From an optimization exercise on the open Yosys and OpenROAD flow, aimed at a short achievable clock period and few clock cycles; shortcuts taken in it are not production practice.
In this exercise RTL edits were held to simulation tests only and were not proved equivalent to the original.
Power figures rest on the tool's default switching activity, not on a simulated workload.

build 58:
// mvn_cpu
module mvn_cpu (
    input  wire        clk,
    input  wire        rst,
    output reg         mem_req,
    output reg         mem_we,
    output reg  [11:0] mem_addr,
    output reg  [7:0]  mem_wdata,
    input  wire        mem_ready,
    input  wire [7:0]  mem_rdata,
    output wire        in_ready,
    input  wire        in_valid,
    input  wire [11:0] in_data,
    output wire        out_valid,
    output wire [11:0] out_data,
    output wire        halted,
    input  wire        resume,
    output wire        done,
    output wire        faulted,
    output wire [3:0]  fault_code,
    output wire [12:0] pc_o,
    output wire [11:0] ac_o
);
Size: about 15000 cells after synthesis, about 3000 flip-flops, ~0.17 mm^2 of cells after synthesis.
make LEC_CHECK=0 ABC_CLOCK_PERIOD_IN_PS=2500 CAP_MARGIN=35 CORE_MARGIN=2 CORE_UTILIZATION=25 PLACE_DENSITY=0.45 SETUP_SLACK_MARGIN=3.2 SLEW_MARGIN=35 finish   # period 7.0 ns
run.sh (not shown) runs the stock make flow with config.mk's settings and CLKGATE_MAP_FILE= SYNTH_SCRIPT=/design/flow/synth_recipe.tcl, a recipe that flattens the netlist after the stock synthesis.
Build 58 finished end to end and its layout was clean on timing, DRC and antenna.
Testbench counts of build 58, summed over its fixed seeds: cycles 22,549.
### build 58 -> build 35
Settings: CORE_UTILIZATION changed from 25 to 20; ABC_CLOCK_PERIOD_IN_PS changed from 2500 to 3000; PLACE_DENSITY changed from 0.45 to 0.4; SETUP_SLACK_MARGIN changed from 3.2 to 3.0.
Notes after the runs:
- In the flow results for build 58 and build 35, the met1 track utilization from global routing is smaller on build 35.
- Compared with build 58, in build 35 combinational power shows a reduction of 5.1%, setup slack shows an increase of 0.021 ns, routed length on met2 shows an increase of about 4.3%.
- Half-perimeter wire length of the detailed placement result: build 35 higher than build 58
- Total met3 wirelength after detailed routing in build 35 is about 12% lower than in build 58
- On ratio of total power to cell area, build 58 and build 35 are basically level.
#### Input delta (build 62 over build 35)
Settings: a change of CORE_UTILIZATION from 20 to 30; a change of PLACE_DENSITY from 0.4 to 0.55.
Per the comparison of build 62 with build 35, net switching power figure now sits lower, number of levels in the clock H-tree now sits at about the same level, minimum period implied by the final worst setup slack now sits lower, first-pass detailed-route iteration total now sits lower, critical path depth now sits at about the same level.
Die area in build 62 is 0.28 mm^2 lower than in build 35
Build 62 vs build 35: number of non-clock buffers in the layout down in build 62


Another version of the RTL of mvn_cpu (not shown whole).
Size in the first run: about 2100 flip-flops, ~93 I/O pins, ~140000 um2 of cells after synthesis.
// mvn_cpu
module mvn_cpu (
    input  wire        clk,
    input  wire        rst,
    output reg         mem_req,
    output reg         mem_we,
    output reg  [11:0] mem_addr,
    output reg  [7:0]  mem_wdata,
    input  wire        mem_ready,
    input  wire [7:0]  mem_rdata,
    output wire        in_ready,
    input  wire        in_valid,
    input  wire [11:0] in_data,
    output wire        out_valid,
    output wire [11:0] out_data,
    output wire        halted,
    input  wire        resume,
    output wire        done,
    output wire        faulted,
    output wire [3:0]  fault_code,
    output wire [12:0] pc_o,
    output wire [11:0] ac_o
);
    localparam integer NI   = 40;    
    localparam integer ND   = 20;    
    localparam integer SBD  = 4;     
    localparam integer SBB  = 2;     
    localparam integer DIVR = 1;     
    localparam [3:0] OP_JMP = 4'h0, OP_JZ = 4'h1, OP_JN = 4'h2, OP_LV = 4'h3,
                     OP_ADD = 4'h4, OP_SUB = 4'h5, OP_MUL = 4'h6, OP_DIV = 4'h7,
                     OP_LD  = 4'h8, OP_MM  = 4'h9, OP_SC  = 4'hA, OP_RS  = 4'hB,
  ...
make LEC_CHECK=0 ABC_CLOCK_PERIOD_IN_PS=4000 CAP_MARGIN=20 CORE_MARGIN=2 CORE_UTILIZATION=20 PLACE_DENSITY=0.4 SETUP_SLACK_MARGIN=2.0 SLEW_MARGIN=20 finish   # period 7.0 ns
Testbench counts at the start, summed over its fixed seeds: cycles 24,682.
Next try:
--- a/flow/config.mk
+++ b/flow/config.mk
@@ -6,9 +6,9 @@
 export NUM_CORES = 4
 export LEC_CHECK = 0
-export ABC_CLOCK_PERIOD_IN_PS = 4000
+export ABC_CLOCK_PERIOD_IN_PS = 3000
 export CAP_MARGIN = 20
 export CORE_MARGIN = 2
 export CORE_UTILIZATION = 20
 export PLACE_DENSITY = 0.4
-export SETUP_SLACK_MARGIN = 2.0
+export SETUP_SLACK_MARGIN = 3.5
 export SLEW_MARGIN = 20
This time the run completed and failed the layout checks on max-capacitance violations, max-slew violations.
Synthesized area is unchanged.
Final cell count went up by 6.4%.
Worst setup slack gets better by 0.26 ns.
Synthesized cell count stays the same.
Sequential cell count does not change.
First-iteration DRC count falls by about 1.3%.
Non-clock buffer count came out higher by 1486.
Sequential power barely changes.

==> what the ideal ports hide <==
Ports are ideal in the flow. The routed layouts listed here were re-timed in OpenROAD. Step 1 (the two cells are an assumption about what drives the block):
set clk [get_ports {clk}]
set_driving_cell -lib_cell sky130_fd_sc_hd__clkbuf_16 $clk
set_driving_cell -lib_cell sky130_fd_sc_hd__buf_2 [delete_from_list [all_inputs] $clk]
Step 2 times the ports against the registers' clock, not the clock port: input delays grow and output delays shrink by t, the midpoint of the rising clock arrivals with the driver on. a / b / c = no drivers / after step 1 / after step 2; a / b = the first two.
run	t, ns	slack for setup (ns)	slew at the worst register clock pin (ns)	pins driven straight from the clock port
build 58	1.172	2.671 / 2.528 / 1.936	0.07 / 0.07	1
build 35	1.151	2.692 / 2.573 / 1.918	0.07 / 0.07	1
build 62	1.145	2.723 / 2.670 / 2.122	0.07 / 0.07	1
the first run of note 2	1.128	1.796 / 1.796 / 1.305	0.07 / 0.07	1
the second run of note 2	1.127	2.055 / 2.055 / 2.055	0.08 / 0.08	1
For build 35, which loses most, drivers alone change the setup slack by -0.119 ns; drivers and shift together by -0.774 ns.
